Source: an optimization exercise on an open RTL-to-GDS flow (aim: small area, a short achievable clock period and few clock cycles). Production flows keep margins and buffers that such runs may drop.
Where RTL was checked, it was by simulation tests only, not by an equivalence proof against the original.
No functional check of the RTL was part of runs 1 to 5.

==> design.v <==
module dani_deframer (
    input  wire         clk,
    input  wire         rst,            
    input  wire         cfg_proto,      
    input  wire [3:0]   cfg_ctrl_hi,    
    input  wire [7:0]   cfg_sq_code,    
    input  wire [27:0]  cfg_rsplen,     
    input  wire         in_valid,
    input  wire [7:0]   in_data,
    output wire         in_ready,
    output reg          out_valid,
    input  wire         out_ready,
    output wire [4:0]   out_len,        
    output wire [143:0] out_frame,      
    output wire [15:0]  out_drops       
);
    localparam BUFN = 18;
    reg              proto_q;
    reg [3:0]        ctrl_q;
    reg [7:0]        sq_q;
    reg [27:0]       rsplen_q;
    reg [8*BUFN-1:0] buf_q;     
    reg [4:0]        cnt_q;     
    reg              in_rdy_q;  
    reg [15:0]       drops_q;   
    reg              drop_q;    
    reg [4:0]        skip_q;    
    reg              sof0_q;    
    reg [BUFN-1:4]   om_q;      
    reg              hd_drop;   
    reg              hd_cand;   
    reg [3:0]        hd_v;      
    reg [BUFN-1:4]   hd_lt;     
    integer i;
    function [BUFN+1:0] hdr_dec;    
        input [7:0] x0, x1, x2;
        input [1:0] p;
        reg         start, hdr, plaus;
        reg  [3:0]  n;
        reg  [BUFN-1:4] lt;
        integer     k;
        begin
            if (!proto_q) begin
                start = (x0 == 8'hAA);
                hdr   = (p >= 2'd2);
                plaus = (x1[7:4] == ctrl_q) && (x1[3:0] != 4'd0) && (x1[3:0] <= 4'd9);
                n     = x1[3:0];
            end else begin
                start = (x0[7:1] == 7'b1111101);
                hdr   = (p == 2'd3);
                plaus = 1'b1;
                n     = 4'd0;
                if (!x0[0]) begin
                    case (x2)
                        8'hF6: n = 4'd3;
                        8'hF3: n = 4'd1;
                        8'h83: n = 4'd2;
                        8'h9B: n = 4'd1;
                        8'h96: n = 4'd8;
                        8'h97: n = 4'd8;
                        default: begin
                            if (x2 != sq_q) plaus = 1'b0;
                        end
                    endcase
                end else begin
                    case (x2)
                        8'hF6: n = rsplen_q[3:0];
                        8'hF3: n = rsplen_q[7:4];
                        8'h83: n = rsplen_q[11:8];
                        8'h9B: n = rsplen_q[15:12];
                        8'h96: n = rsplen_q[19:16];
                        8'h97: n = rsplen_q[23:20];
                        default: n = (x2 == sq_q) ? rsplen_q[27:24] : 4'hF;
                    endcase
                    plaus = (n != 4'hF);
                end
            end
            for (k = 4; k < BUFN; k = k + 1)
                lt[k] = proto_q ? ({1'b0, n} >= k - 3) : ({1'b0, n} >= k - 4);
            hdr_dec = {((p != 2'd0) && !start) || (start && hdr && !plaus),
                       start && hdr && plaus, n, lt};
        end
    endfunction
    wire [BUFN-1:0] lt_t = {hd_lt, 4'b1111};      
    reg  [BUFN-1:0] at_chk, at_eof;               
    reg  [7:0]      term [0:BUFN];
    reg  [7:0]      chk;
    reg             eof_ok;
    always @(*) begin
        chk    = 8'h00;
        eof_ok = 1'b0;
        for (i = 0; i < BUFN; i = i + 1) begin
            at_eof[i] = lt_t[i] && (i == BUFN - 1 || !lt_t[i+1]);
            at_chk[i] = proto_q ? at_eof[i] : (i < BUFN - 1 && lt_t[i+1] && (i == BUFN - 2 || !lt_t[i+2]));
            if (at_chk[i])
                chk = chk | buf_q[8*i +: 8];
            if (at_eof[i] && buf_q[8*i +: 8] == 8'h55)
                eof_ok = 1'b1;
            term[i] = lt_t[i] ? buf_q[8*i +: 8] : 8'h00;
        end
        if (!proto_q) begin
            term[0] = 8'hAB;
            term[1] = 8'h00;
            term[3] = 8'h00;
        end
        term[BUFN] = ~{chk[6:0], 1'b0};
    end
    function [15:0] csa;        
        input [7:0] a, b, c;
        begin
            csa = {((a & b) | (a & c) | (b & c)) << 1, a ^ b ^ c};
        end
    endfunction
    wire [15:0] s1_0 = csa(term[0],  term[1],  term[2]);
    wire [15:0] s1_1 = csa(term[3],  term[4],  term[5]);
    wire [15:0] s1_2 = csa(term[6],  term[7],  term[8]);
    wire [15:0] s1_3 = csa(term[9],  term[10], term[11]);
    wire [15:0] s1_4 = csa(term[12], term[13], term[14]);
    wire [15:0] s1_5 = csa(term[15], term[16], term[17]);
    wire [15:0] s2_0 = csa(s1_0[7:0], s1_0[15:8], s1_1[7:0]);
    wire [15:0] s2_1 = csa(s1_1[15:8], s1_2[7:0], s1_2[15:8]);
    wire [15:0] s2_2 = csa(s1_3[7:0], s1_3[15:8], s1_4[7:0]);
    wire [15:0] s2_3 = csa(s1_4[15:8], s1_5[7:0], s1_5[15:8]);
    wire [15:0] s3_0 = csa(s2_0[7:0], s2_0[15:8], s2_1[7:0]);
    wire [15:0] s3_1 = csa(s2_1[15:8], s2_2[7:0], s2_2[15:8]);
    wire [15:0] s3_2 = csa(s2_3[7:0], s2_3[15:8], term[BUFN]);
    wire [15:0] s4_0 = csa(s3_0[7:0], s3_0[15:8], s3_1[7:0]);
    wire [15:0] s4_1 = csa(s3_1[15:8], s3_2[7:0], s3_2[15:8]);
    wire [15:0] s5_0 = csa(s4_0[7:0], s4_0[15:8], s4_1[7:0]);
    wire [15:0] s6_0 = csa(s5_0[7:0], s5_0[15:8], s4_1[15:8]);
    wire sum_ok = ((s6_0[7:0] ^ s6_0[15:8]) == 8'hFF);
    wire win_ok = sum_ok && (proto_q || (eof_ok && buf_q[31:27] == 5'd0));
    wire       skipping = (skip_q[4:1] != 4'd0);
    wire [4:0] hd_t     = {1'b0, hd_v} + (proto_q ? 5'd4 : 5'd5);    
    wire       complete = (cnt_q >= hd_t);
    wire       check    = !skipping && hd_cand && complete;
    wire       do_emit  = check && win_ok;
    wire       do_drop  = (!skipping && hd_drop) || (check && !win_ok);
    wire       rm_rdy   = skipping && out_valid;
    wire       rm_now   = skipping ? !out_valid : (hd_drop || (hd_cand && complete));
    wire       remove   = rm_now || (rm_rdy && out_ready);
    assign in_ready = in_rdy_q;
    wire   accept   = in_valid && in_rdy_q;
    wire [1:0] p0 = (cnt_q > 5'd2) ? 2'd3 : cnt_q[1:0];
    wire [1:0] p1 = (cnt_q > 5'd3) ? 2'd3 : (cnt_q == 5'd0) ? 2'd0 : cnt_q[1:0] - 2'd1;
    wire [BUFN+1:0] dec0 = hdr_dec(buf_q[7:0],  buf_q[15:8],  buf_q[23:16], p0);
    wire [BUFN+1:0] dec1 = hdr_dec(buf_q[15:8], buf_q[23:16], buf_q[31:24], p1);
    wire [BUFN+1:0] dec  = remove ? dec1 : dec0;
    reg [BUFN-1:0] sel_ld, sel_sh, sel_hd;
    reg [8*BUFN-1:0] buf_d;
    always @(*) begin
        for (i = 0; i < BUFN; i = i + 1) begin
            sel_ld[i] = (i + 1 >= cnt_q) && (rm_now || (i >= cnt_q) || (rm_rdy && out_ready));
            sel_sh[i] = (i + 1 < cnt_q) && (rm_now || (rm_rdy && out_ready));
            sel_hd[i] = (i < cnt_q) && !(rm_now || (rm_rdy && out_ready));
            buf_d[8*i +: 8] = ({8{sel_hd[i]}} & buf_q[8*i +: 8]) |
                              ({8{sel_ld[i]}} & in_data) |
                              ({8{sel_sh[i]}} & ((i == BUFN - 1) ? 8'h00 : buf_q[8*(i+1) +: 8]));
        end
    end
    assign out_frame[7:0] = {1'b1, proto_q, 1'b1, proto_q, 1'b1, 1'b0, 1'b1, sof0_q};
    genvar g;
    generate
        for (g = 1; g < 4; g = g + 1) begin : g_out_lo
            assign out_frame[8*g +: 8] = buf_q[8*(g-1) +: 8];
        end
        for (g = 4; g < BUFN; g = g + 1) begin : g_out
            assign out_frame[8*g +: 8] = om_q[g] ? buf_q[8*(g-1) +: 8] : 8'h00;
        end
    endgenerate
    assign out_len   = skip_q;
    assign out_drops = drops_q;
    always @(posedge clk) begin
        proto_q  <= cfg_proto;
        ctrl_q   <= cfg_ctrl_hi;
        sq_q     <= cfg_sq_code;
        rsplen_q <= cfg_rsplen;
        buf_q    <= buf_d;
        hd_v  <= dec[BUFN-1:BUFN-4];
        hd_lt <= dec[BUFN-5:0];
        if (!out_valid) om_q <= hd_lt;
        if (do_emit) sof0_q <= buf_q[0];
        if (rst) begin
            cnt_q     <= 5'd0;
            in_rdy_q  <= 1'b1;
            drops_q   <= 16'd0;
            drop_q    <= 1'b0;
            skip_q    <= 5'd0;
            out_valid <= 1'b0;
            hd_drop   <= 1'b0;
            hd_cand   <= 1'b0;
        end else begin
            case ({remove, accept})
                2'b10:   cnt_q <= cnt_q - 5'd1;
                2'b01:   cnt_q <= cnt_q + 5'd1;
                default: cnt_q <= cnt_q;
            endcase
            in_rdy_q <= !(((cnt_q == BUFN[4:0]) || (cnt_q == BUFN[4:0] - 5'd1 && accept)) && !remove);
            hd_drop <= dec[BUFN+1];
            hd_cand <= dec[BUFN];
            if (skipping) begin
                if (remove) skip_q <= skip_q - 5'd1;
            end else if (do_emit) begin
                skip_q <= hd_t;
            end
            drop_q <= do_drop;
            if (drop_q) begin
                if (drops_q != 16'hFFFF) drops_q <= drops_q + 16'd1;
            end else if (out_valid && out_ready) begin
                drops_q <= 16'd0;
            end
            if (do_emit)
                out_valid <= 1'b1;
            else if (out_ready)
                out_valid <= 1'b0;
        end
    end
endmodule
==> flow/run.sh <==
#!/bin/bash
# Standard layout, except that the port buffers are the small
# sky130_fd_sc_hd__buf_1 instead of the cell buffer_ports picks by itself.
set -euo pipefail
export BUFFER_PORTS_ARGS="-buffer_cell sky130_fd_sc_hd__buf_1"
bash standard.sh > standard.log 2>&1
==> standard.sh <==
#!/bin/bash
# synth_recipe.tcl (not shown) runs the flow's synth.tcl, then flattens the netlist and writes it again
# the make line also repeats each setting of config.mk as NAME=value (left out here)
make -C /OpenROAD-flow-scripts/flow DESIGN_CONFIG=/design/flow/config.mk WORK_HOME=/design/flow/orfs CLKGATE_MAP_FILE= SYNTH_SCRIPT=/design/flow/synth_recipe.tcl "${@:-finish}"
==> config.mk <==
export PLATFORM = sky130hd
export DESIGN_NAME = dani_deframer
export DESIGN_NICKNAME = dani_deframer
export VERILOG_FILES = /design/flow/design.v
export SDC_FILE = /design/flow/constraint.sdc
export NUM_CORES = 4
export LEC_CHECK = 0
export CAP_MARGIN = 20
export CELL_PAD_IN_SITES_DETAIL_PLACEMENT = 2
export CELL_PAD_IN_SITES_GLOBAL_PLACEMENT = 2
export CORE_MARGIN = 2
export CORE_UTILIZATION = 30
export PLACE_DENSITY = 0.5
export SLEW_MARGIN = 20
==> constraint.sdc <==
create_clock -name core_clock -period 28.0 [get_ports {clk}]
set_input_delay 5.6000 -clock core_clock [delete_from_list [all_inputs] [get_ports {clk}]]
set_output_delay 5.6000 -clock core_clock [all_outputs]
set_load 0.01 [all_outputs]
==> flow_summary.json, run 1 <==
{
  "synth.largest_area_cell": "dfxtp_1",
  "max_freq_mhz": 124,
  "ios": 220,
  "crit_arrival_ns": 8.48,
  "holdBufCountCts": 0,
  "wirelength_mm": 87.7,
  "period_needed_ns": 8.05,
  "rsz0062_at_grt": "false",
  "fin_setup_tns_ns": 0,
  "synth-edff-count": 15,
  "gr-usage-all-layers_pct": 29.5,
  "seq_area_frac_synth_pct": 30.2,
  "synth_top_area_share_pct": 27.5,
  "tightest_slew_ns": 1.10,
  "dp_hpwl_mm": 64.6,
  "max_slew_margin_pct": 24.3,
  "synth-async-reset-ratio_pct": 0,
  "post-place-ws_ns": 19.35,
  "insertion_delay_ns": 0.57,
  "worst_slack_ns": 19.95,
  "ant_nets": 0,
  "routedWlPerCell_um": 30.1,
  "vias": 16500,
  "gp_congestion": 0.896,
  "grt_pass1_vias": 17600,
  "antenna_found_initial": 3,
  "coreArea_um2": 56300,
  "overflow": 0,
  "worstPathMaxFanout": 37,
  "final_nets": 2313,
  "avgSynthCellArea_um2": 8.59,
  "die_y_um": 242,
  "grt_pass1_wl_mm": 127,
  "drt_iter0_markers": 1186,
  "io_buffers": 214,
  "cts_tree": "done",
  "vias_per_cell": 5.66,
  "startpoint_type": "input pin",
  "yosys_warnings": 6,
  "drive_above_1_share_pct": 6.12,
  "setup.worst_path.class": "input pin to flip-flop",
  "whs_ns": 0.518,
  "rows": 87,
  "syn_area_um2": 17000,
  "ys_ff_latch": 249,
  "yosys_most_used_dff": "dfxtp_1",
  "hp-class": "flip-flop to flip-flop",
  "die_w_um": 242,
  "dieArea_um2": 58600,
  "clock_sinks": 249,
  "cap_violations": 0,
  "grt_max_degree": 38,
  "worst_setup_path_end_kind": "flip-flop",
  "cts.repair.resized": 0,
  "synth_cell_types": 85,
  "cts_made_buffers": 34,
  "worst_clock_skew_ns": 0.0201,
  "cts_buffer_depth": 3,
  "postCtsSetupBuffers": 0,
  "synth_area_leaders": "dfxtp_1 28%, fa_1 12%, and2_1 8.0%",
  "cp.required_ns": 28.43,
  "initial_utilization_pct": 30.2,
  "setup_viol": 0,
  "route.detailed.drc": 0,
  "final_max_slew_viol_count": 0,
  "hold_violations": 0,
  "synthCells": 1981,
  "period_share_pct": 28.8,
  "area_delta_synth_final_pct": 14.5,
  "first_pass_iters": 8,
  "status": "complete, no violations",
  "htree_levels": 2,
  "root_buffer": "clkbuf_16",
  "clk_pin_slew_ns": 0.05
}
==> worst paths after layout <==
| check | from | end | slack (ns) | depth (start not counted) |
|---|---|---|---|---|
| worst max-delay path | out_ready | buf_q[138] | 19.95 | 10 |
| worst min register to register | skip_q[0] | skip_q[0] | 0.52 | 2 |
| worst min-delay path | skip_q[0] | skip_q[0] | 0.52 | 2 |
| worst max register to register | proto_q | skip_q[0] | 20.84 | 19 |
==> per-stage QoR <==
step	instance area (um^2)	utilization [%]	instances
5_1_grt	19500	34.6	2913
2_1_floorplan	17000	-	1984
3_3_place_gp	18400	32.6	2851
6_report	19500	34.6	2914
3_5_place_dp	18400	32.6	2851
4_1_cts	19500	34.6	2912
==> state kept, by name, indices dropped and copies added (netlist names), 5 cells and up <==
| name | count |
|---|---|
| hd_lt | 14 |
| skip_q | 5 |
| cnt_q | 5 |
| rsplen_q | 28 |
| buf_q | 144 |
| sq_q | 8 |
| drops_q | 16 |
| om_q | 14 |
==> cell usage in the layout (no fill, tap or decap), drive strengths merged, types with 7 or more instances in the layout <==
cell type / n
nand2: 266
buf: 244
dfxtp: 234
and2: 218
inv: 149
fa: 104
a22oi: 101
nor2: 100
o21ai: 56
a21oi: 54
clkbuf: 53
a222oi: 48
xnor2: 44
nand3: 43
xor2: 31
nand4: 26
a221o: 24
ha: 24
nand2b: 23
and3: 21
a31oi: 20
nor3: 19
edfxtp: 15
nor4b: 14
a211oi: 13
nor2b: 13
nor4: 12
nand3b: 11
nor4bb: 11
or3: 10
mux2i: 9
a22o: 9
a32oi: 9
o21a: 8
a221oi: 8
o31ai: 8
clkinv: 8
o22ai: 7
==> synthesized netlist by cell type (all sizes together), types with 7 or more instances <==
| cell | n |
|---|---|
| nand2 | 266 |
| dfxtp | 234 |
| and2 | 218 |
| inv | 147 |
| fa | 104 |
| a22oi | 101 |
| nor2 | 100 |
| buf | 69 |
| clkbuf | 66 |
| o21ai | 56 |
| a21oi | 54 |
| a222oi | 48 |
| xnor2 | 44 |
| nand3 | 43 |
| xor2 | 31 |
| nand4 | 26 |
| a221o | 24 |
| ha | 24 |
| nand2b | 23 |
| and3 | 21 |
| a31oi | 20 |
| nor3 | 19 |
| edfxtp | 15 |
| nor4b | 14 |
| a211oi | 13 |
| nor2b | 13 |
| nor4 | 12 |
| nand3b | 11 |
| nor4bb | 11 |
| or3 | 10 |
| a22o | 9 |
| a32oi | 9 |
| mux2i | 9 |
| a221oi | 8 |
| o21a | 8 |
| o31ai | 8 |
| o22ai | 7 |
==> layout make-up <==
type | instances | area (um^2)
antenna | 1 | 2.50
clock buffer | 50 | 1010
clock inverter | 11 | 103
fill | 6433 | 36800
inverter | 147 | 552
multi-input combinational | 1453 | 10700
sequential | 249 | 5140
tap | 756 | 946
timing repair buffer | 247 | 1050
==> worst max-delay path, cell delays in order <==
cell and delay (ns):
buf_1 0.09, nor2_1 0.16, nand2_1 0.07, o21ai_0 0.10, o21ai_2 0.08, buf_4 0.30, inv_2 0.71, and2_1 0.69
and2b_1 0.48, o21ai_0 0.19
==> routing by layer <==
layer	vias to the layer above	wire length (um)	track usage, %
li1	7219	-	-
met1	8687	38200	37.9
met2	472	43100	51.6
met3	129	3540	3.05
met4	0	2830	9.71
met5	-	0	0
==> logic make-up (layout without fill, tap and decap cells) <==
group           Yosys count  in the layout  synth area share (%)
other cells               2              6                0.0441
flops                   249            249                  30.2
simple gates            825            825                  25.9
mux                      11             11                 0.662
fa+ha+maj               128            128                  14.0
compound gates          408            408                  18.0
buf+inv                 282            455                  7.16
xor+xnor                 76             76                  4.00
==> run 2, diff against run 1 <==
--- a/design.v
+++ b/design.v
@@ -19,18 +19,20 @@
     reg [3:0]        ctrl_q;
     reg [7:0]        sq_q;
     reg [27:0]       rsplen_q;
-    reg [8*BUFN-1:0] buf_q;     
+    reg [8*BUFN-1:0] bufn_q;    
+    wire [8*BUFN-1:0] buf_q = ~bufn_q;
     reg [4:0]        cnt_q;     
     reg              in_rdy_q;  
     reg [15:0]       drops_q;   
     reg              drop_q;    
     reg [4:0]        skip_q;    
     reg              sof0_q;    
-    reg [BUFN-1:4]   om_q;      
+    reg [BUFN-1:4]   omn_q;     
     reg              hd_drop;   
     reg              hd_cand;   
     reg [3:0]        hd_v;      
-    reg [BUFN-1:4]   hd_lt;     
+    reg [BUFN-1:4]   hd_ltn;    
+    wire [BUFN-1:4]  hd_lt = ~hd_ltn;
     integer i;
     function [BUFN+1:0] hdr_dec;    
         input [7:0] x0, x1, x2;
@@ -98,8 +100,8 @@
                 eof_ok = 1'b1;
             term[i] = lt_t[i] ? buf_q[8*i +: 8] : 8'h00;
         end
+        term[0] = {1'b1, proto_q, 1'b1, proto_q, 1'b1, 1'b0, 1'b1, !proto_q || buf_q[0]};
         if (!proto_q) begin
-            term[0] = 8'hAB;
             term[1] = 8'h00;
             term[3] = 8'h00;
         end
@@ -153,9 +155,9 @@
             sel_ld[i] = (i + 1 >= cnt_q) && (rm_now || (i >= cnt_q) || (rm_rdy && out_ready));
             sel_sh[i] = (i + 1 < cnt_q) && (rm_now || (rm_rdy && out_ready));
             sel_hd[i] = (i < cnt_q) && !(rm_now || (rm_rdy && out_ready));
-            buf_d[8*i +: 8] = ({8{sel_hd[i]}} & buf_q[8*i +: 8]) |
-                              ({8{sel_ld[i]}} & in_data) |
-                              ({8{sel_sh[i]}} & ((i == BUFN - 1) ? 8'h00 : buf_q[8*(i+1) +: 8]));
+            buf_d[8*i +: 8] = ({8{sel_hd[i]}} & bufn_q[8*i +: 8]) |
+                              ({8{sel_ld[i]}} & ~in_data) |
+                              ({8{sel_sh[i]}} & ((i == BUFN - 1) ? 8'hFF : bufn_q[8*(i+1) +: 8]));
         end
     end
     assign out_frame[7:0] = {1'b1, proto_q, 1'b1, proto_q, 1'b1, 1'b0, 1'b1, sof0_q};
@@ -165,7 +167,7 @@
             assign out_frame[8*g +: 8] = buf_q[8*(g-1) +: 8];
         end
         for (g = 4; g < BUFN; g = g + 1) begin : g_out
-            assign out_frame[8*g +: 8] = om_q[g] ? buf_q[8*(g-1) +: 8] : 8'h00;
+            assign out_frame[8*g +: 8] = ~(bufn_q[8*(g-1) +: 8] | {8{omn_q[g]}});
         end
     endgenerate
     assign out_len   = skip_q;
@@ -175,10 +177,10 @@
         ctrl_q   <= cfg_ctrl_hi;
         sq_q     <= cfg_sq_code;
         rsplen_q <= cfg_rsplen;
-        buf_q    <= buf_d;
+        bufn_q   <= buf_d;
         hd_v  <= dec[BUFN-1:BUFN-4];
-        hd_lt <= dec[BUFN-5:0];
-        if (!out_valid) om_q <= hd_lt;
+        hd_ltn <= ~dec[BUFN-5:0];
+        if (!out_valid) omn_q <= hd_ltn;
         if (do_emit) sof0_q <= buf_q[0];
         if (rst) begin
             cnt_q     <= 5'd0;
==> flow_summary.json, run 2 <==
{
  "ant_nets": 0,
  "vias": 16100,
  "synthAdderAreaFrac_pct": 14.3,
  "hold_violations": 0,
  "avgSynthCellArea_um2": 8.42,
  "synth_cell_types": 96,
  "cts_tree": "done",
  "rsz0062_at_grt": "false",
  "rows": 85,
  "routedWlPerCell_um": 29.9,
  "period_share_pct": 28.1,
  "die_w_um": 236,
  "ios": 220,
  "insertion_delay_ns": 0.55,
  "antenna_found_initial": 1,
  "htree_levels": 2,
  "route.detailed.drc": 0,
  "max_freq_mhz": 127,
  "fin_setup_tns_ns": 0,
  "gr-usage-all-layers_pct": 29.6,
  "final_max_slew_viol_count": 0,
  "hp-class": "flip-flop to flip-flop",
  "first_pass_iters": 5,
  "wirelength_mm": 83.8,
  "cts_made_buffers": 34,
  "worst_slack_ns": 20.12,
  "worstPathMaxFanout": 59,
  "synthMuxAreaShare_pct": 0.481,
  "synth-async-reset-ratio_pct": 0,
  "setup_viol": 0,
  "synth_top_area_share_pct": 29.0,
  "drive_above_1_share_pct": 6.85,
  "largest_register_ffs": 144,
  "cap_violations": 0,
  "initial_utilization_pct": 30.2,
  "mostFrequentLayoutCell": "nor2_1",
  "worst_clock_skew_ns": 0.0156,
  "cts.repair.resized": 0,
  "gp_congestion": 0.904,
  "max_slew_margin_pct": 24.2,
  "dp_hpwl_mm": 62.5,
  "root_buffer": "clkbuf_16",
  "postCtsSetupBuffers": 0,
  "setup.worst_path.class": "input pin to flip-flop",
  "layout_common_cells": "323 x nor2_1, 233 x dfxtp_1, 214 x buf_1",
  "grt_max_degree": 60,
  "yosysMostFrequentCell": "nor2_1",
  "cp.required_ns": 28.47,
  "hold_depth": 2,
  "synth_xor_area_share_pct": 4.59,
  "final_nets": 2258,
  "crit_arrival_ns": 8.35,
  "synth_top_family_by_area": "simple AND/OR/NAND/NOR gates",
  "clk_pin_slew_ns": 0.06,
  "utilization_pct": 34.7,
  "seq_area_frac_synth_pct": 31.8,
  "synthCells": 1917,
  "synth_area_leaders": "dfxtp_1 29%, fa_1 12%, nor2_1 7.5%",
  "synth_top_cells_by_count": "323 x nor2_1, 234 x dfxtp_1, 126 x o21ai_0",
  "die_y_um": 236,
  "tightest_slew_ns": 1.13,
  "holdBufCountCts": 0,
  "worst_setup_path_end_kind": "flip-flop",
  "period_needed_ns": 7.88,
  "synth-compound-area-share_pct": 21.0,
  "status": "complete, no violations",
  "clock_sinks": 249,
  "r2r_cells": 18,
  "yosys_warnings": 6,
  "vias_per_cell": 5.76,
  "syn_area_um2": 16100,
  "yosys_most_used_dff": "dfxtp_1",
  "grt_pass1_vias": 17100,
  "startpoint_type": "input pin",
  "dieArea_um2": 55700,
  "area_delta_synth_final_pct": 14.9,
  "io_buffers": 214,
  "cts_buffer_depth": 3,
  "ys_ff_latch": 249,
  "drt_iter0_markers": 987,
  "whs_ns": 0.537,
  "largest_register": "bufn_q",
  "post-place-ws_ns": 19.60,
  "reg_top3": "bufn_q x144, rsplen_q x28, drops_q x16",
  "synth-edff-count": 15,
  "yosys.area_share.simple_pct": 21.3,
  "fillerInstances": 6074,
  "coreArea_um2": 53500,
  "grt_pass1_wl_mm": 121,
  "synth.largest_area_cell": "dfxtp_1",
  "overflow": 0
}
run 2: cell count changes after synthesis, sizes merged, moves of 34 or more:
cell,before,now
nor2,100,329
o22ai,7,59
and2,218,7
nor3,19,53
a222oi,48,1
o21ai,56,133
nand2,266,91
run 2: metal layers:
layer / global-route usage [%] / up-vias / wire length (um)
li1: - / 7123 / -
met1: 37.9 / 8375 / 36300
met2: 50.2 / 477 / 40200
met3: 4.20 / 139 / 3960
met4: 11.6 / 0 / 3310
met5: 0 / - / 0
run 2: metrics by stage:
| step | std cells | cell area, um^2 |
|---|---|---|
| after floorplan | 1920 | 16200 |
| after global placement | 2739 | 17500 |
| after detailed placement | 2739 | 17500 |
| after CTS | 2797 | 18500 |
| after global routing | 2797 | 18600 |
| final | 2798 | 18600 |
run 2: cell type report:
type | instances | area (um^2) | share of cell area, %
multi-input cells | 1423 | 9970 | 53.8
flip-flops and latches | 249 | 5140 | 27.7
repair buffers | 247 | 1050 | 5.66
clock buffers | 50 | 1000 | 5.41
well taps | 696 | 871 | 4.69
inverters | 124 | 465 | 2.51
clock inverters | 8 | 50.0 | 0.270
diodes | 1 | 2.50 | 0.0135
run 2: final timing paths:
check,startpoint,endpoint,slack [ns]
worst max-delay path,out_ready,cnt_q[3],20.12
worst min-delay path,drops_q[15],drops_q[15],0.54
worst max register to register,proto_q,skip_q[4],20.67
worst min register to register,drops_q[15],drops_q[15],0.54
run 2: cell families after synthesis:
| family | count (synthesis) |
|---|---|
| compound gates | 503 |
| flops | 249 |
| other cells | 2 |
| buf+inv | 248 |
| xor+xnor | 77 |
| mux | 7 |
| fa+ha+maj | 126 |
| simple gates | 705 |
run 2: worst max-delay path, stage by stage:
cell and delay [ns]:
buf_1 0.13, nor2_1 0.16, nand2_1 0.06, o21ai_0 0.10, nand2_2 0.08, buf_4 0.25, inv_2 0.10, buf_4 0.61
ha_1 0.39, mux2_2 0.37, or3_1 0.31, a21oi_1 0.15
==> run 3, diff against run 2 <==
--- a/config.mk
+++ b/config.mk
@@ -10,5 +10,6 @@
 export CELL_PAD_IN_SITES_GLOBAL_PLACEMENT = 2
 export CORE_MARGIN = 2
 export CORE_UTILIZATION = 30
+export CTS_BUF_LIST = sky130_fd_sc_hd__clkbuf_4 sky130_fd_sc_hd__clkbuf_8
 export PLACE_DENSITY = 0.5
 export SLEW_MARGIN = 20
==> flow_summary.json, run 3 <==
{
  "die_y_um": 236,
  "cts_made_buffers": 48,
  "synthCells": 1917,
  "holdBufCountCts": 0,
  "post-place-ws_ns": 19.60,
  "initial_utilization_pct": 30.2,
  "hp-class": "flip-flop to flip-flop",
  "final_nets": 2273,
  "fin_setup_tns_ns": 0,
  "synth_cell_types": 96,
  "yosys_most_used_dff": "dfxtp_1",
  "rows": 85,
  "ios": 220,
  "setup_viol": 0,
  "gr-usage-all-layers_pct": 29.6,
  "period_share_pct": 27.8,
  "vias": 16200,
  "max_freq_mhz": 129,
  "yosysMostFrequentCell": "nor2_1",
  "cts_buffer_depth": 3,
  "htree_levels": 2,
  "cp_top_family": "compound AO/OA/AOI/OAI gates",
  "area_delta_synth_final_pct": 15.3,
  "cts.repair.resized": 0,
  "synth_top_area_share_pct": 29.0,
  "slowest_stage": "a21boi_0",
  "synth.largest_area_cell": "dfxtp_1",
  "worst_slack_ns": 20.22,
  "cts_tree": "done",
  "dp_hpwl_mm": 62.5,
  "worst_clock_skew_ns": 0.0349,
  "synth-async-reset-ratio_pct": 0,
  "crit_arrival_ns": 8.28,
  "synth_top_cells_by_count": "323 x nor2_1, 234 x dfxtp_1, 126 x o21ai_0",
  "hold_violations": 0,
  "cp.required_ns": 28.50,
  "root_buffer": "clkbuf_8",
  "antenna_found_initial": 1,
  "path_cells": "buf_1, nor2_1, nand2_1, o21ai_0, nand2_2, buf_4, inv_2, buf_4, o21ai_0, a21boi_0, o21ai_0",
  "syn_area_um2": 16100,
  "clk_pin_slew_ns": 0.06,
  "rsz0062_at_grt": "false",
  "ys_ff_latch": 249,
  "startpoint_type": "input pin",
  "worst_setup_path_end_kind": "flip-flop",
  "worstPathMaxFanout": 59,
  "yosys_warnings": 6,
  "clock_sinks": 249,
  "largest_register": "bufn_q",
  "mostFrequentLayoutCell": "nor2_1",
  "grt_max_degree": 60,
  "grt_pass1_wl_mm": 122,
  "slowest_delay_ns": 0.69,
  "max_slew_margin_pct": 21.9,
  "drt_iter0_markers": 888,
  "drive_above_1_share_pct": 8.51,
  "overflow": 0,
  "final_max_slew_viol_count": 0,
  "synth_area_leaders": "dfxtp_1 29%, fa_1 12%, nor2_1 7.5%",
  "postCtsSetupBuffers": 0,
  "largest_register_ffs": 144,
  "wirelength_mm": 83.6,
  "routedWlPerCell_um": 29.6,
  "setup.worst_path.class": "input pin to flip-flop",
  "reg_top3": "bufn_q x144, rsplen_q x28, drops_q x16",
  "synth-edff-count": 15,
  "ant_nets": 0,
  "layout_common_cells": "323 x nor2_1, 233 x dfxtp_1, 214 x buf_1",
  "avgSynthCellArea_um2": 8.42,
  "path_common_cell": "o21ai_0",
  "dp.cells": 2739,
  "gp_congestion": 0.904,
  "seq_area_frac_synth_pct": 31.8,
  "grt_pass1_vias": 17100,
  "io_buffers": 214,
  "utilization_pct": 34.8,
  "path_buf_inv": 4,
  "status": "complete, no violations",
  "dieArea_um2": 55700,
  "cap_violations": 0,
  "route.detailed.drc": 0,
  "coreArea_um2": 53500,
  "insertion_delay_ns": 0.68,
  "instances_no_fill": 2826,
  "vias_per_cell": 5.72,
  "period_needed_ns": 7.78,
  "tightest_slew_ns": 1.17,
  "first_pass_iters": 5,
  "die_w_um": 236
}
==> run 3: changes by cell type in the layout (fill, tap and decap cells not counted), sizes merged <==
cell / change
clkbuf: +25
diode: +1
inv: +1
buf: +1
bufinv: +3
clkinv: -3
==> run 3: area by class of cell <==
| type | instances | area (um^2) |
|---|---|---|
| antenna | 2 | 5.00 |
| clock buffer | 75 | 957 |
| clock inverter | 9 | 133 |
| fill | 6099 | 34900 |
| inverter | 124 | 465 |
| multi-input combinational | 1423 | 9980 |
| sequential | 249 | 5140 |
| tap | 696 | 871 |
| timing repair buffer | 248 | 1060 |
==> run 3: cell families (layout without fill, tap and decap cells) <==
kind of cell	count (synthesis)	after routing	synth area share, %
adders and majority gates	126	126	14.3
other	2	7	0.0465
DFF	249	249	31.8
muxes	7	7	0.481
AOI/OAI and AO/OA	503	503	21.0
xor gates and xnor gates	77	77	4.59
buffers and inverters	248	456	6.50
and+or+nand+nor	705	705	21.3
==> run 3: worst reg2reg max path: stages, from the launching register on <==
cell	delay [ns]
dfxtp_2	0.46
buf_4	0.57
nor2_1	0.16
a21oi_1	0.61
o21ai_0	0.32
or4_1	0.59
nor4_1	0.49
ha_1	0.26
fa_1	0.41
inv_1	0.08
fa_1	0.44
fa_1	0.52
xnor2_1	0.32
nand4_1	0.14
or3_1	0.49
a41o_1	0.35
o31a_4	0.41
or4_1	0.48
a21oi_1	0.15
==> run 3: path summary, 6_finish.rpt <==
path                             startpoint          end  slack (ns)  cells after the start
worst max register to register      proto_q    skip_q[4]       20.66                     18
worst min-delay path            drops_q[15]  drops_q[15]        0.54                      2
worst min register to register  drops_q[15]  drops_q[15]        0.54                      2
worst max-delay path              out_ready  bufn_q[143]       20.22                     11
==> run 3: routing by layer <==
layer / wire (um) / vias up / global-route usage (%)
met2: 40200 / 447 / 50.2
li1: - / 7145 / -
met3: 3600 / 137 / 3.50
met5: 0 / - / 0
met4: 3160 / 0 / 11.3
met1: 36600 / 8440 / 38.5
==> run 3: stage by stage <==
step           hold slack, ns  area, um^2
2_1_floorplan           0.403       16200
3_3_place_gp            0.510       17500
3_5_place_dp            0.525       17500
4_1_cts                 0.535       18600
5_1_grt                 0.567       18600
6_report                0.539       18600
==> run 4, diff against run 3 <==
==> config.mk (replaced) <==
export PLATFORM = sky130hd
export DESIGN_NAME = dani_deframer
export DESIGN_NICKNAME = dani_deframer
export VERILOG_FILES = /design/flow/design.v
export SDC_FILE = /design/flow/constraint.sdc
export NUM_CORES = 4
export LEC_CHECK = 0
export CAP_MARGIN = 50
export CELL_PAD_IN_SITES_DETAIL_PLACEMENT = 2
export CELL_PAD_IN_SITES_GLOBAL_PLACEMENT = 2
export CORE_MARGIN = 2
export CORE_UTILIZATION = 30
export PLACE_DENSITY = 0.5
export SLEW_MARGIN = 70
==> flow_summary.json, run 4 <==
{
  "seq_area_frac_synth_pct": 31.8,
  "layout_common_cells": "301 x nor2_1, 214 x buf_1, 195 x dfxtp_1",
  "rr_startpoint": "proto_q",
  "die_w_um": 236,
  "drt_iter0_markers": 1056,
  "mostFrequentLayoutCell": "nor2_1",
  "ios": 220,
  "reg_top3": "bufn_q x144, rsplen_q x28, drops_q x16",
  "cp-startpoint": "out_ready",
  "stdcell_area_um2": 19400,
  "grt_pass1_wl_mm": 123,
  "final_max_slew_viol_count": 0,
  "period_needed_ns": 7.46,
  "hold_violations": 0,
  "worst_slack_ns": 20.54,
  "largest_register_ffs": 144,
  "grt_max_degree": 44,
  "place_area_um2": 18200,
  "drive_above_1_share_pct": 13.5,
  "io_buffers": 214,
  "cap_violations": 0,
  "synth-compound-area-share_pct": 21.0,
  "synth-async-reset-ratio_pct": 0,
  "synthAdderAreaFrac_pct": 14.3,
  "first_pass_iters": 5,
  "ant_nets": 0,
  "area_delta_synth_final_pct": 20.4,
  "initial_utilization_pct": 30.2,
  "synth_xor_area_share_pct": 4.59,
  "synth_top_area_share_pct": 29.0,
  "crit_arrival_ns": 7.88,
  "instances_no_fill": 2816,
  "root_buffer": "clkbuf_16",
  "wirelength_mm": 84.2,
  "yosys_warnings": 6,
  "final_nets": 2275,
  "cts.repair.resized": 0,
  "synth_top_family_by_area": "simple AND/OR/NAND/NOR gates",
  "routedWlPerCell_um": 29.9,
  "route.detailed.drc": 0,
  "whs_ns": 0.543,
  "synth-edff-count": 15,
  "yosysMostFrequentCell": "nor2_1",
  "num_antenna_cells": 0,
  "worst_clock_skew_ns": 0.0143,
  "avgSynthCellArea_um2": 8.42,
  "ys_ff_latch": 249,
  "antenna_found_initial": 0,
  "synth_top_cells_by_count": "323 x nor2_1, 234 x dfxtp_1, 126 x o21ai_0",
  "fin_setup_tns_ns": 0,
  "rows": 85,
  "cp.required_ns": 28.42,
  "max_freq_mhz": 134,
  "vias_per_cell": 5.76,
  "gr-usage-all-layers_pct": 29.9,
  "synthMuxAreaShare_pct": 0.481,
  "overflow": 0,
  "gp_congestion": 0.904,
  "synth_area_leaders": "dfxtp_1 29%, fa_1 12%, nor2_1 7.5%",
  "cts_buffer_depth": 3,
  "dp.cells": 2748,
  "status": "complete, no violations",
  "clock_sinks": 249,
  "syn_area_um2": 16100,
  "hp-class": "flip-flop to flip-flop",
  "post-place-ws_ns": 19.86,
  "postCtsSetupBuffers": 0,
  "synth_cell_types": 96,
  "die_y_um": 236,
  "cts_tree": "done",
  "fillerInstances": 6077,
  "dp_hpwl_mm": 63.3,
  "clk_pin_slew_ns": 0.05,
  "hp-start": "drops_q[10]",
  "setup.worst_path.class": "input pin to flip-flop",
  "worstPathMaxFanout": 38,
  "synthCells": 1917,
  "utilization_pct": 36.3,
  "synth.largest_area_cell": "dfxtp_1",
  "cts_made_buffers": 35,
  "coreArea_um2": 53500,
  "insertion_delay_ns": 0.56,
  "worst_setup_path_end_kind": "flip-flop",
  "htree_levels": 2,
  "setup_viol": 0,
  "final-seq-area_um2": 5200,
  "vias": 16200,
  "holdBufCountCts": 0,
  "largest_register": "bufn_q",
  "period_share_pct": 26.7,
  "multi_input_area_um2": 10600,
  "grt_pass1_vias": 17100,
  "rsz0062_at_grt": "false",
  "yosys_most_used_dff": "dfxtp_1",
  "startpoint_type": "input pin",
  "yosys.area_share.simple_pct": 21.3,
  "dieArea_um2": 55700
}
## run 4: cell counts after synthesis
Identical to the previous run, type by type.
## run 4: routing by layer
metal | up-vias | routed length (um) | part of all wire, % | global-route usage, %
li1 | 7163 | - | - | -
met1 | 8467 | 37300 | 44 | 39.0
met2 | 455 | 40400 | 48 | 50.8
met3 | 123 | 3490 | 4.1 | 3.76
met4 | 0 | 2960 | 3.5 | 10.3
met5 | - | 0 | 0 | 0
## run 4: worst paths after layout
check,to,slack (ns),cells past startpoint
max,bufn_q[72],20.54,13
min,drops_q[10],0.54,1
max reg2reg,skip_q[4],21.23,20
min reg2reg,drops_q[10],0.54,1
## run 4: cell families (layout without fill, tap and decap cells)
logic type                 count (synthesis)  after routing
other                                      2              5
adders and majority gates                126            126
AOI/OAI and AO/OA                        503            503
and+or+nand+nor                          705            705
buffers and inverters                    248            448
muxes                                      7              7
DFF                                      249            249
xor gates and xnor gates                  77             77
## run 4: area by class of cell
cell class / instances / area share, %
inverter: 124 / 2.39
timing repair buffer: 263 / 6.40
sequential: 249 / 26.7
multi-input combinational: 1423 / 54.5
clock inverter: 8 / 0.251
clock buffer: 53 / 5.27
tap: 696 / 4.48
## run 4: critical path, cell delays in order
cell and delay, ns:
buf_1 0.13, nor2_1 0.16, nand2_1 0.06, o21ai_0 0.11
nand2_2 0.08, buf_4 0.20, inv_2 0.11, buf_8 0.23
buf_12 0.27, o21ai_0 0.20, nand2b_1 0.18, a21o_1 0.40
o21ai_0 0.13
==> run 5, diff against run 4 <==
--- a/design.v
+++ b/design.v
@@ -148,16 +148,11 @@
     wire [BUFN+1:0] dec0 = hdr_dec(buf_q[7:0],  buf_q[15:8],  buf_q[23:16], p0);
     wire [BUFN+1:0] dec1 = hdr_dec(buf_q[15:8], buf_q[23:16], buf_q[31:24], p1);
     wire [BUFN+1:0] dec  = remove ? dec1 : dec0;
-    reg [BUFN-1:0] sel_ld, sel_sh, sel_hd;
-    reg [8*BUFN-1:0] buf_d;
+    reg [BUFN-1:0] ld_in, en;
     always @(*) begin
         for (i = 0; i < BUFN; i = i + 1) begin
-            sel_ld[i] = (i + 1 >= cnt_q) && (rm_now || (i >= cnt_q) || (rm_rdy && out_ready));
-            sel_sh[i] = (i + 1 < cnt_q) && (rm_now || (rm_rdy && out_ready));
-            sel_hd[i] = (i < cnt_q) && !(rm_now || (rm_rdy && out_ready));
-            buf_d[8*i +: 8] = ({8{sel_hd[i]}} & bufn_q[8*i +: 8]) |
-                              ({8{sel_ld[i]}} & ~in_data) |
-                              ({8{sel_sh[i]}} & ((i == BUFN - 1) ? 8'hFF : bufn_q[8*(i+1) +: 8]));
+            ld_in[i] = (i + 1 >= cnt_q);
+            en[i]    = (rm_now || (i >= cnt_q)) || (rm_rdy && out_ready);
         end
     end
     assign out_frame[7:0] = {1'b1, proto_q, 1'b1, proto_q, 1'b1, 1'b0, 1'b1, sof0_q};
@@ -177,7 +172,9 @@
         ctrl_q   <= cfg_ctrl_hi;
         sq_q     <= cfg_sq_code;
         rsplen_q <= cfg_rsplen;
-        bufn_q   <= buf_d;
+        for (i = 0; i < BUFN; i = i + 1)
+            if (en[i])
+                bufn_q[8*i +: 8] <= (ld_in[i] || i == BUFN - 1) ? ~in_data : bufn_q[8*(i+1) +: 8];
         hd_v  <= dec[BUFN-1:BUFN-4];
         hd_ltn <= ~dec[BUFN-5:0];
         if (!out_valid) omn_q <= hd_ltn;
--- a/config.mk
+++ b/config.mk
@@ -5,10 +5,10 @@
 export SDC_FILE = /design/flow/constraint.sdc
 export NUM_CORES = 4
 export LEC_CHECK = 0
-export CAP_MARGIN = 50
+export CAP_MARGIN = 20
 export CELL_PAD_IN_SITES_DETAIL_PLACEMENT = 2
 export CELL_PAD_IN_SITES_GLOBAL_PLACEMENT = 2
 export CORE_MARGIN = 2
 export CORE_UTILIZATION = 30
 export PLACE_DENSITY = 0.5
-export SLEW_MARGIN = 70
+export SLEW_MARGIN = 20
==> flow_summary.json, run 5 <==
{
  "status": "complete, no violations",
  "synth_area_leaders": "edfxtp_1 29%, fa_1 12%, dfxtp_1 11%",
  "wirelength_mm": 77.2,
  "initial_utilization_pct": 30.5,
  "worst_setup_path_end_kind": "flip-flop",
  "postCtsSetupBuffers": 0,
  "max_slew_margin_pct": 30.0,
  "die_y_um": 238,
  "dieArea_um2": 56600,
  "final_nets": 2147,
  "cts_made_buffers": 31,
  "antenna_found_initial": 8,
  "largest_register": "bufn_q",
  "layout_common_cells": "383 x nor2_1, 212 x buf_1, 159 x edfxtp_1",
  "avgSynthCellArea_um2": 9.14,
  "hold_violations": 0,
  "synth_cell_types": 90,
  "rows": 85,
  "drive_above_1_share_pct": 6.98,
  "crit_arrival_ns": 8.73,
  "clk_pin_slew_ns": 0.06,
  "max_freq_mhz": 121,
  "synth.largest_area_cell": "edfxtp_1",
  "routedWlPerCell_um": 28.7,
  "vias_per_cell": 5.49,
  "synth_top_cells_by_count": "383 x nor2_1, 159 x edfxtp_1, 131 x a21oi_1",
  "drt_iter0_markers": 1101,
  "vias": 14800,
  "die_w_um": 238,
  "grt_pass1_vias": 15600,
  "coreArea_um2": 53900,
  "largest_register_ffs": 144,
  "worstPathMaxFanout": 26,
  "seq_area_frac_synth_pct": 40.0,
  "mostFrequentLayoutCell": "nor2_1",
  "holdBufCountCts": 0,
  "r2r_cells": 19,
  "startpoint_type": "input pin",
  "area_delta_synth_final_pct": 14.7,
  "final_max_slew_viol_count": 0,
  "gp_congestion": 0.930,
  "setup.worst_path.class": "input pin to flip-flop",
  "grt_pass1_wl_mm": 111,
  "clock_sinks": 249,
  "cp.required_ns": 28.47,
  "hold_depth": 2,
  "fin_setup_tns_ns": 0,
  "cts_tree": "done",
  "htree_levels": 1,
  "setup_viol": 0,
  "gr-usage-all-layers_pct": 27.1,
  "worst_clock_skew_ns": 0.00981,
  "yosys_warnings": 7,
  "synth-edff-count": 159,
  "ant_nets": 0,
  "insertion_delay_ns": 0.59,
  "syn_area_um2": 16400,
  "grt_max_degree": 56,
  "period_share_pct": 29.5,
  "route.detailed.drc": 0,
  "period_needed_ns": 8.26,
  "yosysMostFrequentCell": "nor2_1",
  "synthCells": 1796,
  "tightest_slew_ns": 1.04,
  "synth_top_area_share_pct": 29.1,
  "reg_top3": "bufn_q x144, rsplen_q x28, drops_q x16",
  "hp-class": "flip-flop to flip-flop",
  "ys_ff_latch": 249,
  "overflow": 0,
  "root_buffer": "clkbuf_16",
  "yosys_most_used_dff": "edfxtp_1",
  "synth-async-reset-ratio_pct": 0,
  "cts.repair.resized": 0,
  "io_buffers": 214,
  "first_pass_iters": 5,
  "rsz0062_at_grt": "false",
  "dp_hpwl_mm": 58.3,
  "cts_buffer_depth": 3,
  "ios": 220,
  "cap_violations": 0
}
## run 5: cell types whose count changed in the layout (fill, tap and decap cells not counted), sizes merged, moves of 45 or more
cell | before | now
dfxtp | 234 | 90
edfxtp | 15 | 159
a22oi | 89 | 11
a21oi | 66 | 134
nor2 | 329 | 383
o21ai | 133 | 88
## run 5: area by class of cell
class | count | area (um^2)
repair buffers | 244 | 1030
multi-input cells | 1317 | 8910
clock inverters | 2 | 10.0
fillers | 6018 | 35100
well taps | 696 | 871
clock buffers | 54 | 962
flip-flops and latches | 249 | 6580
inverters | 125 | 469
diodes | 2 | 5.00
## run 5: worst max-delay path, stage by stage
cell,delay [ns]
buf_1,0.14
nor2_1,0.10
a21oi_4,0.66
or2_1,0.42
inv_2,0.37
ha_1,0.41
or4b_2,0.64
a21oi_1,0.19
xnor2_1,0.13
nor2_1,0.05
## run 5: cell families (layout without fill, tap and decap cells)
family          after synthesis  in the layout  share of synthesized area, %
buf+inv                     233            425                          5.92
xor+xnor                     79             79                          4.30
fa+ha+maj                   126            126                          14.1
other cells                   2              7                        0.0457
compound gates              368            368                          13.8
flops                       249            249                          40.0
mux                          14             14                         0.998
simple gates                725            725                          20.9
## run 5: final timing paths
check | slack [ns] | startpoint | end
worst max-delay path | 19.74 | out_ready | cnt_q[4]
worst min register to register | 0.52 | skip_q[1] | skip_q[1]
worst max register to register | 21.39 | hd_ltn[16] | skip_q[3]
worst min-delay path | 0.52 | skip_q[1] | skip_q[1]
## run 5: stage by stage
stage	cells	utilization [%]	hold WS, ns	cell area, um^2	worst slack (ns)
global route	2687	34.9	0.554	18800	19.57
finish	2689	34.9	0.522	18800	19.74
floorplan	1799	-	0.417	16400	20.05
detailed placement	2631	33.1	0.518	17800	18.85
CTS	2687	34.9	0.526	18800	19.46
global placement	2631	33.1	0.500	17800	18.99
## run 5: routing by layer
metal	track usage (%)	wire, um	up-vias
li1	-	-	6557
met5	0	0	-
met2	42.8	34900	479
met3	5.08	5380	94
met4	6.65	2000	0
met1	38.3	35000	7635
==> run 6, diff against run 5 <==
--- a/design.v
+++ b/design.v
@@ -19,20 +19,18 @@
     reg [3:0]        ctrl_q;
     reg [7:0]        sq_q;
     reg [27:0]       rsplen_q;
-    reg [8*BUFN-1:0] bufn_q;    
-    wire [8*BUFN-1:0] buf_q = ~bufn_q;
+    reg [8*BUFN-1:0] buf_q;     
     reg [4:0]        cnt_q;     
     reg              in_rdy_q;  
     reg [15:0]       drops_q;   
     reg              drop_q;    
     reg [4:0]        skip_q;    
     reg              sof0_q;    
-    reg [BUFN-1:4]   omn_q;     
+    reg [BUFN-1:4]   om_q;      
     reg              hd_drop;   
     reg              hd_cand;   
     reg [3:0]        hd_v;      
-    reg [BUFN-1:4]   hd_ltn;    
-    wire [BUFN-1:4]  hd_lt = ~hd_ltn;
+    reg [BUFN-1:4]   hd_lt;     
     integer i;
     function [BUFN+1:0] hdr_dec;    
         input [7:0] x0, x1, x2;
@@ -100,8 +98,8 @@
                 eof_ok = 1'b1;
             term[i] = lt_t[i] ? buf_q[8*i +: 8] : 8'h00;
         end
-        term[0] = {1'b1, proto_q, 1'b1, proto_q, 1'b1, 1'b0, 1'b1, !proto_q || buf_q[0]};
         if (!proto_q) begin
+            term[0] = 8'hAB;
             term[1] = 8'h00;
             term[3] = 8'h00;
         end
@@ -162,7 +160,7 @@
             assign out_frame[8*g +: 8] = buf_q[8*(g-1) +: 8];
         end
         for (g = 4; g < BUFN; g = g + 1) begin : g_out
-            assign out_frame[8*g +: 8] = ~(bufn_q[8*(g-1) +: 8] | {8{omn_q[g]}});
+            assign out_frame[8*g +: 8] = om_q[g] ? buf_q[8*(g-1) +: 8] : 8'h00;
         end
     endgenerate
     assign out_len   = skip_q;
@@ -174,10 +172,10 @@
         rsplen_q <= cfg_rsplen;
         for (i = 0; i < BUFN; i = i + 1)
             if (en[i])
-                bufn_q[8*i +: 8] <= (ld_in[i] || i == BUFN - 1) ? ~in_data : bufn_q[8*(i+1) +: 8];
+                buf_q[8*i +: 8] <= (ld_in[i] || i == BUFN - 1) ? in_data : buf_q[8*(i+1) +: 8];
         hd_v  <= dec[BUFN-1:BUFN-4];
-        hd_ltn <= ~dec[BUFN-5:0];
-        if (!out_valid) omn_q <= hd_ltn;
+        hd_lt <= dec[BUFN-5:0];
+        if (!out_valid) om_q <= hd_lt;
         if (do_emit) sof0_q <= buf_q[0];
         if (rst) begin
             cnt_q     <= 5'd0;
==> flow_summary.json, run 6 <==
{
  "dp_hpwl_mm": 59.9,
  "cts.repair.resized": 0,
  "coreArea_um2": 57600,
  "gp_congestion": 0.906,
  "clock_sinks": 249,
  "drive_above_1_share_pct": 14.1,
  "die_y_um": 245,
  "seq_area_frac_synth_pct": 37.6,
  "htree_levels": 1,
  "multi_input_area_um2": 9940,
  "startpoint_type": "flip-flop",
  "die_w_um": 245,
  "worstPathMaxFanout": 12,
  "drt_iter0_markers": 788,
  "cp-startpoint": "buf_q[31]",
  "final-seq-area_um2": 6580,
  "largest_register": "buf_q",
  "first_pass_iters": 5,
  "synthCells": 1669,
  "vias": 14100,
  "yosys_warnings": 7,
  "synth_top_cells_by_count": "210 x and2_1, 159 x edfxtp_1, 130 x mux2_2",
  "worst_clock_skew_ns": 0.0200,
  "reg2reg_slack_ns": 21.06,
  "fillerInstances": 6301,
  "postCtsSetupBuffers": 0,
  "final_max_slew_viol_count": 0,
  "cts_made_buffers": 31,
  "insertion_delay_ns": 0.61,
  "r2r_cells": 21,
  "clk_pin_slew_ns": 0.06,
  "final_nets": 2025,
  "synth_top_area_share_pct": 27.3,
  "num_antenna_cells": 0,
  "layout_common_cells": "210 x and2_1, 206 x buf_1, 159 x edfxtp_1",
  "overflow": 0,
  "initial_utilization_pct": 30.3,
  "path_buf_inv": 1,
  "mostFrequentLayoutCell": "and2_1",
  "vias_per_cell": 5.36,
  "synth-edff-count": 159,
  "rows": 88,
  "ios": 220,
  "hp-class": "flip-flop to flip-flop",
  "crit_arrival_ns": 1.77,
  "grt_pass1_vias": 15500,
  "syn_area_um2": 17500,
  "rsz0062_at_grt": "false",
  "cap_violations": 0,
  "route.detailed.drc": 0,
  "cp.depth": 2,
  "worst_setup_path_end_kind": "output pin",
  "ys_ff_latch": 249,
  "wirelength_mm": 79.7,
  "stdcell_area_um2": 19900,
  "dieArea_um2": 60200,
  "crit_end": "out_frame[39]",
  "io_buffers": 214,
  "max_slew_margin_pct": 21.6,
  "setup_viol": 0,
  "utilization_pct": 34.6,
  "top_layer_used": "met4",
  "dr_wl_met2_mm": 40.5,
  "slowest_delay_ns": 0.78,
  "grt_max_degree": 48,
  "tightest_slew_ns": 1.17,
  "antenna_found_initial": 4,
  "hold_violations": 0,
  "synth-async-reset-ratio_pct": 0,
  "period_share_pct": 26.3,
  "dr_wl_met3_mm": 2.52,
  "cts_tree": "done",
  "rr_startpoint": "proto_q",
  "cts_buffer_depth": 3,
  "max_freq_mhz": 136,
  "routedLengthMet1_mm": 34.0,
  "ant_nets": 0,
  "synth_area_leaders": "edfxtp_1 27%, fa_1 12%, dfxtp_1 10%",
  "yosys_most_used_dff": "edfxtp_1",
  "synth_cell_types": 95,
  "reg_top3": "buf_q x144, rsplen_q x28, drops_q x16",
  "place_area_um2": 18900,
  "whs_ns": 0.491,
  "holdBufCountCts": 0,
  "r2r-end": "skip_q[1]",
  "area_delta_synth_final_pct": 14.1,
  "status": "complete, no violations",
  "cp_top_family": "flip-flops",
  "grt_pass1_wl_mm": 115,
  "slowest_stage": "edfxtp_1",
  "gr-usage-all-layers_pct": 26.5,
  "setup.worst_path.class": "flip-flop to output pin",
  "root_buffer": "clkbuf_16",
  "yosysMostFrequentCell": "and2_1",
  "cp.required_ns": 22.40,
  "routedWlPerCell_um": 30.3,
  "avgSynthCellArea_um2": 10.5,
  "path_cells": "and2_1, buf_1",
  "largest_register_ffs": 144,
  "synth.largest_area_cell": "edfxtp_1",
  "fin_setup_tns_ns": 0,
  "period_needed_ns": 7.37
}
run 6: cell count changes after synthesis, moves of 17 or more:
| cell | previous run | this run |
|---|---|---|
| nand2_1 | 96 | 121 |
| xor2_1 | 39 | 22 |
| buf_4 | 10 | 33 |
| a21oi_1 | 131 | 48 |
| a22oi_1 | 11 | 45 |
| o22ai_1 | 55 | 4 |
| clkbuf_1 | 66 | 45 |
| nor2_1 | 383 | 75 |
| and2_1 | 6 | 210 |
| o21ai_0 | 81 | 28 |
| inv_1 | 121 | 102 |
| mux2_2 | 9 | 130 |
run 6: cells by family after synthesis:
logic type      after synthesis  synth area share, %
simple gates                628                 20.5
flops                       249                 37.6
compound gates              235                 9.68
buf+inv                     211                 5.58
mux                         140                 9.00
fa+ha+maj                   128                 13.6
xor+xnor                     76                 3.90
other cells                   2               0.0430
run 6: how the worst min path moves through the flow:
| stage | startpoint | end | slack (ns) | cells after the start |
|---|---|---|---|---|
| floorplan | hd_lt[17] | om_q[17] | 0.43 | 0 |
| global placement | cnt_q[4] | in_rdy_q | 0.49 | 1 |
| detailed placement | cnt_q[4] | in_rdy_q | 0.49 | 1 |
| CTS | cnt_q[4] | in_rdy_q | 0.50 | 1 |
| global route | cnt_q[4] | in_rdy_q | 0.53 | 1 |
| finish | cnt_q[4] | in_rdy_q | 0.49 | 1 |
run 6: area by class of cell:
cell class | count | share of cell area [%]
Multi-Input combinational cell | 1212 | 49.9
Tap cell | 765 | 4.80
Clock inverter | 16 | 0.728
Inverter | 103 | 1.94
Sequential cell | 249 | 33.0
Timing Repair Buffer | 247 | 5.32
Clock buffer | 41 | 4.30
run 6: through the flow:
step / setup WS [ns] / cells
after detailed placement: 20.09 / 2575
after floorplan: 20.03 / 1672
after global routing: 20.54 / 2633
final: 20.63 / 2633
after CTS: 20.55 / 2632
after global placement: 20.13 / 2575
run 6: metal layers:
metal	GRT usage [%]	vias to the layer above
li1	-	6210
met1	33.7	7483
met2	47.4	324
met3	2.38	106
met4	8.20	0
met5	0	-
Testbench counts of run 6, summed over its fixed seeds: cycles 32,298.

-- static timing again, ports no longer ideal --
No port has a modelled driver above. Below, the same layouts with a new extraction and two added sets of constraints. Step 1 sets driving cells, clkbuf_16 on the clock port and buf_2 on the other inputs (assumed; they add their load-dependent delay and slew). Step 2 also shifts input and output timing later by t, the mid clock arrival at the registers, as if the neighbouring blocks saw the same clock. Three values: ideal, step 1, step 2; two values: the first two.
run	t, ns	slack for setup (ns)	worst register clock-pin slew, ns	worst data-port slew with drivers (ns)	cell pins on the clock port's net
run 1	0.625	19.946 / 19.989 / 19.363	0.06 / 0.06	0.04	1
run 2	0.602	20.125 / 20.160 / 19.558	0.06 / 0.06	0.04	1
run 3	0.714	20.220 / 20.252 / 19.538	0.07 / 0.07	0.04	1
run 4	0.613	20.536 / 20.576 / 19.964	0.06 / 0.06	0.04	1
run 5	0.649	19.737 / 19.757 / 19.108	0.06 / 0.06	0.04	1
run 6	0.661	20.631 / 20.570 / 20.143	0.06 / 0.06	0.04	1
After both steps every run listed still meets setup and hold. For run 3, which loses most, drivers alone change the setup slack by +0.032 ns; drivers and shift together by -0.682 ns.
